Context: an optimization exercise on an open-source flow, tuned for small area. The choices shown serve that exercise and are no tape-out recipe. Only simulation tests tie the RTL to the original design; equivalence was not proved. Power is estimated from default activity; no workload was simulated.

==> flow/design.v <==
module wmbus_rx (
    input  wire        clk,
    input  wire        rst,           
    input  wire        sync_det,      
    input  wire        overflow,      
    input  wire        in_valid,      
    input  wire [7:0]  in_data,
    input  wire [15:0] now_ms,        
    input  wire [7:0]  rssi,          
    output reg         out_valid,     
    output reg  [7:0]  out_data,
    output wire        ev_valid,      
    output reg  [2:0]  ev_kind,
    output wire        frame_mode,    
    output wire [1:0]  frame_block,   
    output wire [8:0]  frame_len,     
    output reg  [7:0]  frame_rssi,
    output wire [15:0] frame_time     
);
    localparam [2:0] EV_NONE     = 3'd0;
    localparam [2:0] EV_READY    = 3'd1;
    localparam [2:0] EV_OVERFLOW = 3'd2;
    localparam [2:0] EV_TIMEOUT  = 3'd3;
    localparam [2:0] EV_DECFAIL  = 3'd4;
    localparam [2:0] EV_UNCLASS  = 3'd5;
    function [4:0] dec;
        input [5:0] s;
        reg x, e, h0, h1, l0, l1;
        begin
            x  = (s[0] == s[3]) & (s[3] == s[5]);
            h0 = s[5] ^ s[4] ^ s[3];
            h1 = (s[5] & s[4]) | (s[5] & s[3]) | (s[4] & s[3]);
            l0 = s[2] ^ s[1] ^ s[0];
            l1 = (s[2] & s[1]) | (s[2] & s[0]) | (s[1] & s[0]);
            e  = (s[0] == s[2]) & (s[3] == s[5]) & (s[0] ^ s[5]);
            dec = {(h0 ^ l0) & (h1 ^ l1) & ~e, s[5], s[4] ^ x, s[1] ^ x, s[0]};
        end
    endfunction
    function [8:0] inc9;
        input [8:0] a;
        integer i;
        reg c;
        begin
            c = 1'b1;
            for (i = 0; i < 9; i = i + 1) begin
                inc9[i] = a[i] ^ c;
                c = a[i] & c;
            end
        end
    endfunction
    reg        st_hdr;        
    reg        st_data;       
    reg [1:0]  ph;            
    reg [1:0]  blk;           
    reg        bad;           
    reg [3:0]  sv;            
    reg [7:0]  len;           
    reg [8:0]  cnt;           
    reg [15:0] sync_time;
    wire modet = (blk == 2'd0);
    assign ev_valid    = |ev_kind;
    assign frame_mode  = modet;
    assign frame_block = blk;
    assign frame_len   = cnt;
    assign frame_time  = sync_time;
    wire       p1 = ph[0];
    wire [4:0] dx = dec(p1 ? out_data[7:2]               : {sv, in_data[7:6]});
    wire [4:0] dy = dec(p1 ? {out_data[1:0], in_data[7:4]} : in_data[5:0]);
    wire       sym_ok = dx[4] & dy[4];
    wire [7:0] tbyte  = {dx[3:0], dy[3:0]};
    wire       nz  = |len[3:0];
    wire       isa = (blk == 2'd1);
    wire       isb = (blk == 2'd2);
    wire [3:0] kk  = isb ? 4'd0 : len[7:4];
    reg  [7:0] half;
    reg  [7:0] half0;
    always @(*) begin : len_add
        integer i;
        reg c;
        c = nz | isb;
        for (i = 0; i < 8; i = i + 1) begin
            half0[i] = (i < 7 ? len[i+1] : 1'b0) ^ (i < 4 ? kk[i] : 1'b0) ^ c;
            c = ((i < 7 ? len[i+1] : 1'b0) & (i < 4 ? kk[i] : 1'b0)) |
                (((i < 7 ? len[i+1] : 1'b0) ^ (i < 4 ? kk[i] : 1'b0)) & c);
        end
        c = isa;
        for (i = 0; i < 8; i = i + 1) begin
            half[i] = half0[i] ^ c;
            c = half0[i] & c;
        end
    end
    wire       len_hit = (cnt == {half, len[0]});
    reg         timeout;
    always @(*) begin : to_sub
        integer i;
        reg b;
        reg [15:0] d;
        b = 1'b0;
        for (i = 0; i < 16; i = i + 1) begin
            d[i] = now_ms[i] ^ sync_time[i] ^ b;
            b = (~now_ms[i] & sync_time[i]) | (~(now_ms[i] ^ sync_time[i]) & b);
        end
        timeout = (|d[15:6]) | (d[5] & d[4] & (d[3] | d[2] | (d[1] & d[0])));
    end
    wire        is54 = (in_data == 8'h54);
    reg        n_hdr, n_data;
    reg [1:0]  n_ph, n_blk;
    reg        n_bad;
    reg [3:0]  n_sv;
    reg [7:0]  n_len;
    reg [8:0]  n_cnt;
    reg        n_ov;
    reg [7:0]  n_od;
    reg [2:0]  n_ev;
    wire       ph2  = ph[1];
    reg        lcopy;         
    wire       last = st_data ? len_hit : (modet ? (len == 8'd0) : (in_data == 8'd0));
    always @(*) begin
        n_ph  = ph;
        n_blk = blk;
        n_bad = bad;
        n_sv  = sv;
        n_len = len;
        n_cnt = cnt;
        n_od  = out_data;
        n_ov  = 1'b0;
        if (in_valid) begin
            n_ph = ph2 ? 2'd0 : {1'b0, ph[0]} + 2'd1;
            if (!st_data) begin
                case (ph)
                    2'd0: begin
                        n_blk = is54 ? 2'd3 : 2'd0;
                        n_ov  = is54;
                        n_od  = in_data;
                    end
                    2'd1: begin
                        n_ov = 1'b1;
                        n_sv = in_data[3:0];
                        if (!modet) begin
                            n_blk = (in_data == 8'hCD) ? 2'd1 :
                                    (in_data == 8'h3D) ? 2'd2 : 2'd3;
                            n_od  = in_data;
                        end else begin
                            n_od  = tbyte;
                            n_bad = ~sym_ok;
                        end
                    end
                    default: begin
                        if (modet) begin
                            n_ov  = ~last;
                            n_od  = tbyte;
                        end else begin
                            n_ov  = 1'b1;
                            n_od  = in_data;
                        end
                    end
                endcase
            end else if (!modet) begin
                n_ov  = 1'b1;
                n_od  = in_data;
            end else if (ph == 2'd0) begin
                n_od = in_data;
            end else begin
                n_sv  = in_data[3:0];
                n_bad = bad | ~sym_ok;
                n_ov  = 1'b1;
                n_od  = tbyte;
            end
        end
        if (in_valid && !st_data && ph == 2'd0)
            n_cnt = {8'd0, is54};
        else if (n_ov)
            n_cnt = inc9(cnt);
        if (lcopy)
            n_len = out_data;
        if (!st_hdr && !st_data) begin
            n_ov = 1'b0;
            n_ph = 2'd0;
        end
        if (rst)
            n_ov = 1'b0;
    end
    always @(*) begin
        n_hdr  = st_hdr;
        n_data = st_data;
        n_ev   = EV_NONE;
        if (st_hdr) begin
            if (timeout) begin
                n_ev  = EV_TIMEOUT;
                n_hdr = 1'b0;
            end else if (overflow) begin
                n_ev  = EV_OVERFLOW;
                n_hdr = 1'b0;
            end else if (in_valid && ph2) begin
                if (blk == 2'd3 || (modet && (bad || !sym_ok))) begin
                    n_ev = EV_UNCLASS;
                end else begin
                    n_hdr = 1'b0;
                    if (last)
                        n_ev = EV_READY;
                    else
                        n_data = 1'b1;
                end
            end
        end else if (st_data) begin
            if (overflow) begin
                n_ev   = EV_OVERFLOW;
                n_data = 1'b0;
            end else if (in_valid && (!modet || ph != 2'd0) && last) begin
                n_ev   = (modet && (bad || !sym_ok)) ? EV_DECFAIL : EV_READY;
                n_data = 1'b0;
            end
        end else begin
            n_hdr = !overflow && sync_det;
        end
        if (rst) begin
            n_hdr  = 1'b0;
            n_data = 1'b0;
            n_ev   = EV_NONE;
        end
    end
    always @(posedge clk) begin
        st_hdr     <= n_hdr;
        st_data    <= n_data;
        ph         <= n_ph;
        blk        <= n_blk;
        bad        <= n_bad;
        sv         <= n_sv;
        len        <= n_len;
        cnt        <= n_cnt;
        out_valid  <= n_ov;
        lcopy      <= in_valid & ~st_data & (modet ? ph[0] : ph2);
        out_data   <= n_od;
        ev_kind    <= n_ev;
        frame_rssi <= rssi;
        if (!st_hdr && !st_data)
            sync_time <= now_ms;
    end
endmodule
export LEC_CHECK = 0
export CAP_MARGIN = 20
export CORE_MARGIN = 2
export CORE_UTILIZATION = 40
export SLEW_MARGIN = 20
create_clock -name core_clock -period 8.0 [get_ports {clk}]
standard.sh (not shown) runs the stock make flow with config.mk's settings and CLKGATE_MAP_FILE= SYNTH_SCRIPT=/design/flow/synth_recipe.tcl, a recipe that flattens the netlist after the stock synthesis.
==> flow/flow/run.sh <==
#!/bin/bash
set -euo pipefail
export BUFFER_PORTS_ARGS="-buffer_cell sky130_fd_sc_hd__buf_1"
export CTS_ARGS="-sink_clustering_enable -repair_clock_nets -dont_use_dummy_load -buf_list sky130_fd_sc_hd__clkbuf_4"
bash standard.sh > flow_make.log 2>&1
==> next run, changes <==
--- a/flow/design.v
+++ b/flow/design.v
@@ -111,12 +111,11 @@
     reg [8:0]  n_cnt;
     reg        n_ov;
     reg [7:0]  n_od;
     reg [2:0]  n_ev;
     wire       ph2  = ph[1];
-    reg        lcopy;         
-    wire       last = st_data ? len_hit : (modet ? (len == 8'd0) : (in_data == 8'd0));
+    wire       last = st_data ? len_hit : (modet ? len_hit : (in_data == 8'd0));
     always @(*) begin
         n_ph  = ph;
         n_blk = blk;
         n_bad = bad;
         n_sv  = sv;
@@ -130,51 +129,53 @@
                 case (ph)
                     2'd0: begin
                         n_blk = is54 ? 2'd3 : 2'd0;
                         n_ov  = is54;
                         n_od  = in_data;
+                        n_cnt = {8'd0, is54};
                     end
                     2'd1: begin
                         n_ov = 1'b1;
                         n_sv = in_data[3:0];
                         if (!modet) begin
                             n_blk = (in_data == 8'hCD) ? 2'd1 :
                                     (in_data == 8'h3D) ? 2'd2 : 2'd3;
                             n_od  = in_data;
+                            n_cnt = 9'd2;
                         end else begin
                             n_od  = tbyte;
+                            n_len = tbyte;
                             n_bad = ~sym_ok;
                         end
                     end
                     default: begin
                         if (modet) begin
-                            n_ov  = ~last;
+                            n_ov  = ~len_hit;
                             n_od  = tbyte;
+                            n_cnt = len_hit ? 9'd1 : 9'd2;
                         end else begin
                             n_ov  = 1'b1;
                             n_od  = in_data;
+                            n_len = in_data;
+                            n_cnt = 9'd3;
                         end
                     end
                 endcase
             end else if (!modet) begin
                 n_ov  = 1'b1;
                 n_od  = in_data;
+                n_cnt = inc9(cnt);
             end else if (ph == 2'd0) begin
                 n_od = in_data;
             end else begin
                 n_sv  = in_data[3:0];
                 n_bad = bad | ~sym_ok;
                 n_ov  = 1'b1;
                 n_od  = tbyte;
-            end
-        end
-        if (in_valid && !st_data && ph == 2'd0)
-            n_cnt = {8'd0, is54};
-        else if (n_ov)
-            n_cnt = inc9(cnt);
-        if (lcopy)
-            n_len = out_data;
+                n_cnt = inc9(cnt);
+            end
+        end
         if (!st_hdr && !st_data) begin
             n_ov = 1'b0;
             n_ph = 2'd0;
         end
         if (rst)
@@ -227,11 +228,10 @@
         bad        <= n_bad;
         sv         <= n_sv;
         len        <= n_len;
         cnt        <= n_cnt;
         out_valid  <= n_ov;
-        lcopy      <= in_valid & ~st_data & (modet ? ph[0] : ph2);
         out_data   <= n_od;
         ev_kind    <= n_ev;
         frame_rssi <= rssi;
         if (!st_hdr && !st_data)
             sync_time <= now_ms;
Effect: The new run went through all stages and came out clean; die area rises by 4.0%; sequential power grows by about 1%; design area climbs by 3.2%; core utilization shrinks by 0.71 points; synthesized area goes up by 4.2%; synthesized cell count went up by 6.2%; clock power is about the same; via count goes up by 1.9%.

afterwards: timing with drivers on the ports:
The results above use ideal ports. As a check the final layouts listed here were re-extracted and re-timed, cells and wires unchanged. Step 1 sets driving cells, clkbuf_16 on the clock port and buf_2 on the other inputs (assumed; they add their load-dependent delay and slew). Step 2 moves the port delays by t, midway between the first and last clock arrival at a register: inputs arrive t later, outputs are due t later. That takes back most of the time a late clock gives input paths. Three values: ideal, step 1, step 2; two values: the first two.
| run | t (ns) | slack for setup (ns) | latest minus earliest clock arrival (ns) |
|---|---|---|---|
| the first run | 0.411 | 0.253 / 0.254 / -0.157 | 0.051 / 0.051 |
| the second run | 0.405 | 0.305 / 0.307 / -0.098 | 0.035 / 0.036 |
With both steps, setup timing fails in the first run and the second run, where it was met with ideal ports. For the first run, which loses most, drivers alone change the setup slack by +0.001 ns; drivers and shift together by -0.410 ns.
